Background: an optimization exercise with open tools, aiming at small area, a short achievable clock period and few clock cycles. Do not read the settings as production practice.

Setup of the previous run:
// gcx_enc
module gcx_enc (
    input  wire        clk,
    input  wire        rst,         
    input  wire        in_valid,
    output wire        in_ready,
    input  wire [15:0] in_data,
    input  wire        in_key,
    input  wire        in_last,
    output wire        out_valid,
    input  wire        out_ready,
    output wire [31:0] out_data,
    output wire        out_last,
    output wire        done,
    output wire [31:0] hash,
    output wire [31:0] lcg
);
Size in the first run: roughly 18,000 um^2 of cells after synthesis.
clock: 36.0 ns
lec_check: 0
abc_area: 1
cap_margin: 50
core_margin: 2
core_utilization: 40
slew_margin: 60
run.sh (not shown) runs the stock make flow with config.mk's settings and CLKGATE_MAP_FILE= SYNTH_SCRIPT=/design/flow/synth_recipe.tcl, a recipe that flattens the netlist after the stock synthesis.
#### Input delta (the current run over the previous run)
--- a/flow/design.v
+++ b/flow/design.v
@@ -177,21 +177,22 @@
     reg  [5:0]  zw;          
     reg  [2:0]  qY;          
     reg         conv;        
     reg         np;          
     reg  [13:0] sbuf;        
     reg  [2:0]  L;           
     reg         inpay;       
     reg         lastin;      
     reg         rdy;
     reg         ov;          
-    reg  [31:0] odat;        
+    reg  [5:0]  ocs;         
+    reg         oc1, oc3;    
     reg         olast;
     reg         dn;
     wire fire  = in_valid & rdy;
     wire fkey  = fire & in_key;
     wire fbyte = fire & ~in_key;
     wire adv   = ~ov | out_ready;
     wire [11:0] a1_0 = t1_0(Y[3:0]);
     wire [11:0] a1_1 = t1_1(Y[7:4]);
     wire [11:0] a1_2 = t1_2(Y[11:8]);
     wire [11:0] a1_3 = t1_3(Y[14:12]);
@@ -900,21 +901,21 @@
     wire cx_93 = cva[17] ^ cx_92;
     wire cx_94 = cva[17] & cx_92;
     wire cx_95 = cx_70 ? cx_83 : cx_71;
     wire cx_96 = cx_70 ? cx_85 : cx_73;
     wire cx_97 = cx_70 ? cx_87 : cx_75;
     wire cx_98 = cx_70 ? cx_89 : cx_77;
     wire cx_99 = cx_70 ? cx_91 : cx_79;
     wire cx_100 = cx_70 ? cx_93 : cx_81;
     wire cx_101 = cx_70 ? cx_94 : cx_82;
     wire [17:0] sc = {cx_100, cx_99, cx_98, cx_97, cx_96, cx_95, cx_69, cx_68, cx_67, cx_66, cx_65, cx_64, cx_38, cx_36, cx_34, cx_32, cx_30, cx_0};
-    wire [21:0] qv = {sbuf, 8'd0} | ({in_data[7:0], 14'd0} >> {L[1:0], 1'b0});
+    wire [21:0] qv = {sbuf, 8'd0} | ({in_data[7:0] & {8{~L[2]}}, 14'd0} >> {L[1:0], 1'b0});
     wire [21:0] qe = fbyte ? qv : {sbuf, 8'd0};
     wire [3:0]  T  = {1'b0, L} + (fbyte ? 4'd4 : 4'd0);
     wire        full = L[2] | (L[1] & L[0]);
     wire [1:0]  c    = (lastin & ~full) ? L[1:0] : 2'd3;
     wire        beat = adv & inpay & (full | fbyte | (lastin & (L != 3'd0)));
     wire [3:0]  Ln   = beat ? T - {2'd0, c} : T;
     wire        lastn = (fbyte & in_last) | (lastin & ~dn);
     wire        upd   = uv & (~lastin | dn);
     wire        uvn   = fkey | (uv & ~upd);
     wire        uln   = fkey ? in_last : ul;
@@ -1076,46 +1077,44 @@
     wire hm_152 = hm_135 ? hm_136 : hm_48;
     wire hm_153 = hm_135 ? hm_138 : hm_50;
     wire hm_154 = hm_135 ? hm_140 : hm_52;
     wire hm_155 = hm_135 ? hm_142 : hm_54;
     wire hm_156 = hm_135 ? hm_144 : hm_56;
     wire hm_157 = hm_135 ? hm_146 : hm_58;
     wire hm_158 = hm_135 ? hm_148 : hm_60;
     wire hm_159 = hm_135 ? hm_150 : hm_62;
     wire hm_160 = hm_135 ? hm_151 : 1'b0;
     wire [31:0] hn = {hm_159, hm_158, hm_157, hm_156, hm_155, hm_154, hm_153, hm_152, hm_134, hm_133, hm_132, hm_131, hm_130, hm_129, hm_128, hm_127, hm_109, hm_108, hm_107, hm_106, hm_105, hm_104, hm_103, hm_102, hm_68, hm_66, hm_64, hm_36, hm_32, hm_28, hm_24, hm_0};
-    wire [5:0] cs = qe[21:16] ^ {k1, k2, k3};
-    wire [7:0] q0 = e0(cs[5:4]);
-    wire [7:0] q1 = e1({cs[5:2], c == 2'd1});
-    wire [7:0] q2 = e2({c, cs[3:0]});
-    wire [7:0] q3 = e3({c == 2'd3, cs[1:0]});
+    wire [5:0] cs = qv[21:16] ^ {k1, k2, k3};
     always @(posedge clk) begin
         if (fkey) begin
             u  <= in_data;
             uf <= hfirst;
         end
         ul <= uln;
         if (upd)
             h <= uf ? {16'd0, u} : hn;    
         if (conv | np) begin
             Y[11:0] <= np ? h[17:6] : sc[17:6];
             zw <= np ? h[5:0] : sc[5:0];
         end else if (seedp) begin
             Y <= seedY;
             zw <= w0(h[5:0]);
         end else if (beat) begin
             Y  <= (c == 2'd3) ? y3 : (c == 2'd2) ? y2 : y1;
             zw <= (c == 2'd3) ? w3 : (c == 2'd2) ? w2 : w1;
             qY <= (c == 2'd3) ? n3 : (c == 2'd2) ? n2 : n1;
         end
         if (adv) begin
-            odat  <= {q3, q2, q1, q0};
+            ocs   <= cs;
+            oc1   <= (c == 2'd1);
+            oc3   <= (c == 2'd3);
             olast <= lastin & ~L[2];
         end
         if (rst) begin
             hfirst <= 1'b1;
             sbuf   <= 14'd0;
             L      <= 3'd0;
             inpay  <= 1'b0;
             lastin <= 1'b0;
             np     <= 1'b0;
             uv     <= 1'b0;
@@ -1132,18 +1131,19 @@
             L      <= Ln[2:0];
             inpay  <= seedp | (inpay & ~conv);
             lastin <= lastn;
             np     <= npn;
             rdy    <= ~((uvn & uln) | npn) & (dnn | (lastn ? ~uvn : (Ln <= 4'd3)));
             ov     <= beat | (ov & ~out_ready);
             dn     <= dnn;
             conv   <= beat & lastin & ~L[2];
         end
     end
-    assign out_data  = odat;
+    assign out_data  = {e3({oc3, ocs[1:0]}), e2({~oc1, oc1 | oc3, ocs[3:0]}),
+                        e1({ocs[5:2], oc1}), e0(ocs[5:4])};
     assign out_valid = ov;
     assign out_last  = olast;
     assign in_ready  = rdy;
     assign done      = dn;
     assign hash      = h;
     assign lcg       = {h[31:18] & {14{np}}, Y[11:0], zw};
 endmodule
There was hardly any difference in number of instances resized during post-cts repair between the previous run and the current run. Between the previous run and the current run, the difference in overall die width is negligible. [compare] base=the previous run new=the current run: complex-gate fraction of the synthesized area climbed 0.49 points, sequential fraction of total cell area moved down, post-layout minimum cycle time higher, sink count of the clock tree went down 14.
No functional check of the RTL was part of any run of this note.

==> what the ideal ports hide <==
In the flow no input, the clock included, has a driving cell. The finished layouts below were timed again as built, in two steps. Step 1 assumes that a clkbuf_16 drives the clock port and a buf_2 every other input. Step 2 also shifts input and output timing later by t, the mid clock arrival at the registers, as if the neighbouring blocks saw the same clock. Three values: no drivers, after step 1, after step 2; two values: the first two.
run | shift t [ns] | slack for setup (ns) | worst setup path at the end | worst data-port slew with drivers (ns)
the previous run | 0.491 | 26.798 / 26.826 / 26.334 | input to register | 0.04
the current run | 0.410 | 26.755 / 26.780 / 26.370 | input to register | 0.04
After both steps every run listed still meets setup and hold. For the previous run, which loses most, drivers alone change the setup slack by +0.028 ns; drivers and shift together by -0.464 ns.
